This design comes from an exercise in tuning for small area, a short achievable clock period and few clock cycles per item on the open sky130 flow, not from production work.
The RTL was checked by simulation tests, not by an equivalence proof against the original design.
Power figures rest on the tool's default switching activity, not on a simulated workload.

// scope_index_unit
module scope_index_unit (
    input  wire        clk,
    input  wire        rst,           
    input  wire        start,
    input  wire [2:0]  cfg_scope,
    input  wire [11:0] cfg_width_m1,  
    input  wire        s_valid,
    output wire        s_ready,
    input  wire [31:0] s_data,        
    output reg         m_valid,
    input  wire        m_ready,
    output reg  [2:0]  m_mask,        
    output reg  [21:0] m_addr0,
    output reg  [21:0] m_addr1,
    output reg  [21:0] m_addr2
);
Settings: LEC_CHECK=0, CAP_MARGIN=80, CORE_MARGIN=2, CORE_UTILIZATION=40, SLEW_MARGIN=80; clock period 28.0 ns.
standard.sh (not shown) runs the stock make flow with config.mk's settings and CLKGATE_MAP_FILE= SYNTH_SCRIPT=/design/flow/synth_recipe.tcl, a recipe that flattens the netlist after the stock synthesis.
==> flow/flow/run.sh <==
#!/bin/bash
# Own layout flow: the standard synthesis, then a netlist pass that re-assigns the
# polarity of the full-adder cells so that fewer inverters are needed (flow/polarity.py;
# registers and their names are untouched), then the standard layout with the port
# buffers made of buf_4 cells.  Each tool's output goes to a log file in this folder.
set -euo pipefail
R=$PWD/orfs/results/$FLOW_PLATFORM/scope_index_unit/base
LIB=$FLOW_HOME/platforms/$FLOW_PLATFORM/lib/sky130_fd_sc_hd__tt_025C_1v80.lib
bash standard.sh "$R/1_2_yosys.v" > synth.log 2>&1
cp "$R/1_2_yosys.v" "$R/1_2_yosys_standard.v"
python3 flow/polarity.py "$LIB" "$R/1_2_yosys_standard.v" "$R/1_2_yosys.v" > polarity.log 2>&1
bash standard.sh "BUFFER_PORTS_ARGS=-buffer_cell sky130_fd_sc_hd__buf_4" finish > layout.log 2>&1
Other scripts of this flow, unchanged in this note and not shown: flow/flow/polarity.py
The first run finished clean.
Testbench counts at the start, summed over its fixed seeds: cycles 24,400, items 24,000.
Edit:
- CAP_MARGIN: 80 -> 20
- SLEW_MARGIN: 80 -> 20
Result: Power is lower by 7.4%; cell count shrinks by 4.5%; sequential share of layout area is higher by 1.4 points; critical path depth came out lower by 5; clock skew goes down by 0.019 ns; global-route usage came out lower by 0.38 points; final area drops by 7.4%; flip-flop and latch count does not change.

---

lane 1:
scope_index_unit again, from the RTL that the note above started with.
Settings: LEC_CHECK=0, CAP_MARGIN=80, CORE_MARGIN=2, CORE_UTILIZATION=40, SLEW_MARGIN=80; clock period 28.0 ns.
==> flow/flow/run.sh <==
#!/bin/bash
# Own layout flow: the standard synthesis, then a netlist pass that re-assigns the
# polarity of the full-adder cells (and of gates that have a complemented twin) so that
# fewer inverters are needed (flow/polarity.py; registers and their names are untouched),
# then the standard layout, with the port buffers made of buf_4 cells and the delay
# cells (clkdlybuf4s*, dlygate*, dlymetal*) kept out of the layout's buffering.
# Each tool's output goes to a log file in this folder.
set -euo pipefail
R=$PWD/orfs/results/$FLOW_PLATFORM/scope_index_unit/base
LIB=$FLOW_HOME/platforms/$FLOW_PLATFORM/lib/sky130_fd_sc_hd__tt_025C_1v80.lib
bash standard.sh "$R/1_2_yosys.v" > synth.log 2>&1
cp "$R/1_2_yosys.v" "$R/1_2_yosys_standard.v"
python3 flow/polarity.py "$LIB" "$R/1_2_yosys_standard.v" "$R/1_2_yosys.v" > polarity.log 2>&1
DONT_USE="sky130_fd_sc_hd__probe_p_8 sky130_fd_sc_hd__probec_p_8 sky130_fd_sc_hd__lpflow_bleeder_1 sky130_fd_sc_hd__lpflow_clkbufkapwr_1 sky130_fd_sc_hd__lpflow_clkbufkapwr_16 sky130_fd_sc_hd__lpflow_clkbufkapwr_2 sky130_fd_sc_hd__lpflow_clkbufkapwr_4 sky130_fd_sc_hd__lpflow_clkbufkapwr_8 sky130_fd_sc_hd__lpflow_clkinvkapwr_1 sky130_fd_sc_hd__lpflow_clkinvkapwr_16 sky130_fd_sc_hd__lpflow_clkinvkapwr_2 sky130_fd_sc_hd__lpflow_clkinvkapwr_4 sky130_fd_sc_hd__lpflow_clkinvkapwr_8 sky130_fd_sc_hd__lpflow_decapkapwr_12 sky130_fd_sc_hd__lpflow_decapkapwr_3 sky130_fd_sc_hd__lpflow_decapkapwr_4 sky130_fd_sc_hd__lpflow_decapkapwr_6 sky130_fd_sc_hd__lpflow_decapkapwr_8 sky130_fd_sc_hd__lpflow_inputiso0n_1 sky130_fd_sc_hd__lpflow_inputiso0p_1 sky130_fd_sc_hd__lpflow_inputiso1n_1 sky130_fd_sc_hd__lpflow_inputiso1p_1 sky130_fd_sc_hd__lpflow_inputisolatch_1 sky130_fd_sc_hd__lpflow_isobufsrc_1 sky130_fd_sc_hd__lpflow_isobufsrc_16 sky130_fd_sc_hd__lpflow_isobufsrc_2 sky130_fd_sc_hd__lpflow_isobufsrc_4 sky130_fd_sc_hd__lpflow_isobufsrc_8 sky130_fd_sc_hd__lpflow_isobufsrckapwr_16 sky130_fd_sc_hd__lpflow_lsbuf_lh_hl_isowell_tap_1 sky130_fd_sc_hd__lpflow_lsbuf_lh_hl_isowell_tap_2 sky130_fd_sc_hd__lpflow_lsbuf_lh_hl_isowell_tap_4 sky130_fd_sc_hd__lpflow_lsbuf_lh_isowell_4 sky130_fd_sc_hd__lpflow_lsbuf_lh_isowell_tap_1 sky130_fd_sc_hd__lpflow_lsbuf_lh_isowell_tap_2 sky130_fd_sc_hd__lpflow_lsbuf_lh_isowell_tap_4  sky130_fd_sc_hd__clkdlybuf4s15_1 sky130_fd_sc_hd__clkdlybuf4s15_2 sky130_fd_sc_hd__clkdlybuf4s18_1 sky130_fd_sc_hd__clkdlybuf4s18_2 sky130_fd_sc_hd__clkdlybuf4s25_1 sky130_fd_sc_hd__clkdlybuf4s25_2 sky130_fd_sc_hd__clkdlybuf4s50_1 sky130_fd_sc_hd__clkdlybuf4s50_2 sky130_fd_sc_hd__dlygate4sd1_1 sky130_fd_sc_hd__dlygate4sd2_1 sky130_fd_sc_hd__dlygate4sd3_1 sky130_fd_sc_hd__dlymetal6s2s_1 sky130_fd_sc_hd__dlymetal6s4s_1 sky130_fd_sc_hd__dlymetal6s6s_1"
bash standard.sh "BUFFER_PORTS_ARGS=-buffer_cell sky130_fd_sc_hd__buf_4" "DONT_USE_CELLS=$DONT_USE" finish > layout.log 2>&1
Other scripts of this flow, unchanged in this note and not shown: flow/flow/polarity.py
In summary, lane 1 completed successfully, with a layout that passed the timing, design-rule and antenna checks.
Testbench counts of lane 1, summed over its fixed seeds: cycles 24,400, items 24,000.
## Diff of input files: lane 2 against lane 1
==> flow/flow/run.sh <==
#!/bin/bash
# Own layout flow: the standard synthesis, then a netlist pass that re-assigns the
# polarity of the full-adder cells (and of gates that have a complemented twin) so that
# fewer inverters are needed (flow/polarity.py; registers and their names are untouched),
# then the standard layout, with the port buffers made of buf_2 cells and the delay
# cells (clkdlybuf4s*, dlygate*, dlymetal*) kept out of the layout's buffering.
# Each tool's output goes to a log file in this folder.
set -euo pipefail
R=$PWD/orfs/results/$FLOW_PLATFORM/scope_index_unit/base
LIB=$FLOW_HOME/platforms/$FLOW_PLATFORM/lib/sky130_fd_sc_hd__tt_025C_1v80.lib
bash standard.sh "$R/1_2_yosys.v" > synth.log 2>&1
cp "$R/1_2_yosys.v" "$R/1_2_yosys_standard.v"
python3 flow/polarity.py "$LIB" "$R/1_2_yosys_standard.v" "$R/1_2_yosys.v" > polarity.log 2>&1
DONT_USE="sky130_fd_sc_hd__probe_p_8 sky130_fd_sc_hd__probec_p_8 sky130_fd_sc_hd__lpflow_bleeder_1 sky130_fd_sc_hd__lpflow_clkbufkapwr_1 sky130_fd_sc_hd__lpflow_clkbufkapwr_16 sky130_fd_sc_hd__lpflow_clkbufkapwr_2 sky130_fd_sc_hd__lpflow_clkbufkapwr_4 sky130_fd_sc_hd__lpflow_clkbufkapwr_8 sky130_fd_sc_hd__lpflow_clkinvkapwr_1 sky130_fd_sc_hd__lpflow_clkinvkapwr_16 sky130_fd_sc_hd__lpflow_clkinvkapwr_2 sky130_fd_sc_hd__lpflow_clkinvkapwr_4 sky130_fd_sc_hd__lpflow_clkinvkapwr_8 sky130_fd_sc_hd__lpflow_decapkapwr_12 sky130_fd_sc_hd__lpflow_decapkapwr_3 sky130_fd_sc_hd__lpflow_decapkapwr_4 sky130_fd_sc_hd__lpflow_decapkapwr_6 sky130_fd_sc_hd__lpflow_decapkapwr_8 sky130_fd_sc_hd__lpflow_inputiso0n_1 sky130_fd_sc_hd__lpflow_inputiso0p_1 sky130_fd_sc_hd__lpflow_inputiso1n_1 sky130_fd_sc_hd__lpflow_inputiso1p_1 sky130_fd_sc_hd__lpflow_inputisolatch_1 sky130_fd_sc_hd__lpflow_isobufsrc_1 sky130_fd_sc_hd__lpflow_isobufsrc_16 sky130_fd_sc_hd__lpflow_isobufsrc_2 sky130_fd_sc_hd__lpflow_isobufsrc_4 sky130_fd_sc_hd__lpflow_isobufsrc_8 sky130_fd_sc_hd__lpflow_isobufsrckapwr_16 sky130_fd_sc_hd__lpflow_lsbuf_lh_hl_isowell_tap_1 sky130_fd_sc_hd__lpflow_lsbuf_lh_hl_isowell_tap_2 sky130_fd_sc_hd__lpflow_lsbuf_lh_hl_isowell_tap_4 sky130_fd_sc_hd__lpflow_lsbuf_lh_isowell_4 sky130_fd_sc_hd__lpflow_lsbuf_lh_isowell_tap_1 sky130_fd_sc_hd__lpflow_lsbuf_lh_isowell_tap_2 sky130_fd_sc_hd__lpflow_lsbuf_lh_isowell_tap_4  sky130_fd_sc_hd__clkdlybuf4s15_1 sky130_fd_sc_hd__clkdlybuf4s15_2 sky130_fd_sc_hd__clkdlybuf4s18_1 sky130_fd_sc_hd__clkdlybuf4s18_2 sky130_fd_sc_hd__clkdlybuf4s25_1 sky130_fd_sc_hd__clkdlybuf4s25_2 sky130_fd_sc_hd__clkdlybuf4s50_1 sky130_fd_sc_hd__clkdlybuf4s50_2 sky130_fd_sc_hd__dlygate4sd1_1 sky130_fd_sc_hd__dlygate4sd2_1 sky130_fd_sc_hd__dlygate4sd3_1 sky130_fd_sc_hd__dlymetal6s2s_1 sky130_fd_sc_hd__dlymetal6s4s_1 sky130_fd_sc_hd__dlymetal6s6s_1"
bash standard.sh "BUFFER_PORTS_ARGS=-buffer_cell sky130_fd_sc_hd__buf_2" "DONT_USE_CELLS=$DONT_USE" finish > layout.log 2>&1
Notes after the runs:
No run among lane 1 and lane 2 stopped early or left any final violation; all are clean. Lane 2 vs. lane 1: cell area after placement decreased 370 um2, register-to-register slack increased 0.08 ns, met3 routed wirelength fell about 2.5%. Going from lane 1 to lane 2, clock period minus worst slack decreased by 0.082 ns relative to the old numbers; setup slack increased by 0.082 ns relative to the old numbers; die area closely matched the old numbers; relative contribution of sequential cells to total power increased by 0.6 points relative to the old numbers; number of buffer and inverter stages on the critical path decreased by 2 relative to the old numbers. Compared with lane 1, lane 2 shows total clock buffers created by CTS that has gone up by a few percent. Share of the cycle needed by the critical path after routing (higher): lane 1. Lane 2 vs lane 1: final design instance area without fill down.
The inputs of lane 3 differ from those of lane 2 as listed below.
-- flow/config.mk --
<<< lane 2, line 9
export CORE_MARGIN = 2
export CORE_UTILIZATION = 40
export SLEW_MARGIN = 80
>>> lane 3, line 9
export CORE_MARGIN = 2
export CORE_UTILIZATION = 60
export SLEW_MARGIN = 80
==> run notes <==
Taking lane 2 as the reference, in lane 3 clock-buffer cell count picked up an extra about 9%, global-route usage over all layers went up 10 points, proportion of cell area occupied by multi-input gates now larger.

-- afterwards: timing with drivers on the ports --
Ports are ideal in the flow. The routed layouts listed here were re-timed in OpenROAD. Step 1 assumes that a clkbuf_16 drives the clock port and a buf_2 every other input. Step 2 moves the port delays by t, midway between the first and last clock arrival at a register: inputs arrive t later, outputs are due t later. That takes back most of the time a late clock gives input paths. Three values: no drivers, after step 1, after step 2; two values: the first two.
run | shift t [ns] | slack for setup (ns) | hold slack, ns
the first run of note 1 | 0.627 | 20.365 / 20.365 / 20.365 | 0.448 / 0.448 / 0.448
the second run of note 1 | 0.619 | 20.329 / 20.329 / 20.327 | 0.453 / 0.453 / 0.453
lane 1 | 0.610 | 21.086 / 21.086 / 21.086 | 0.450 / 0.450 / 0.450
lane 2 | 0.607 | 21.168 / 21.168 / 20.615 | 0.450 / 0.450 / 0.450
lane 3 | 0.615 | 21.127 / 21.127 / 20.938 | 0.451 / 0.451 / 0.451
After both steps setup and hold are still met in every run listed. For lane 2, which loses most, drivers alone change the setup slack by 0.000 ns; drivers and shift together by -0.553 ns.
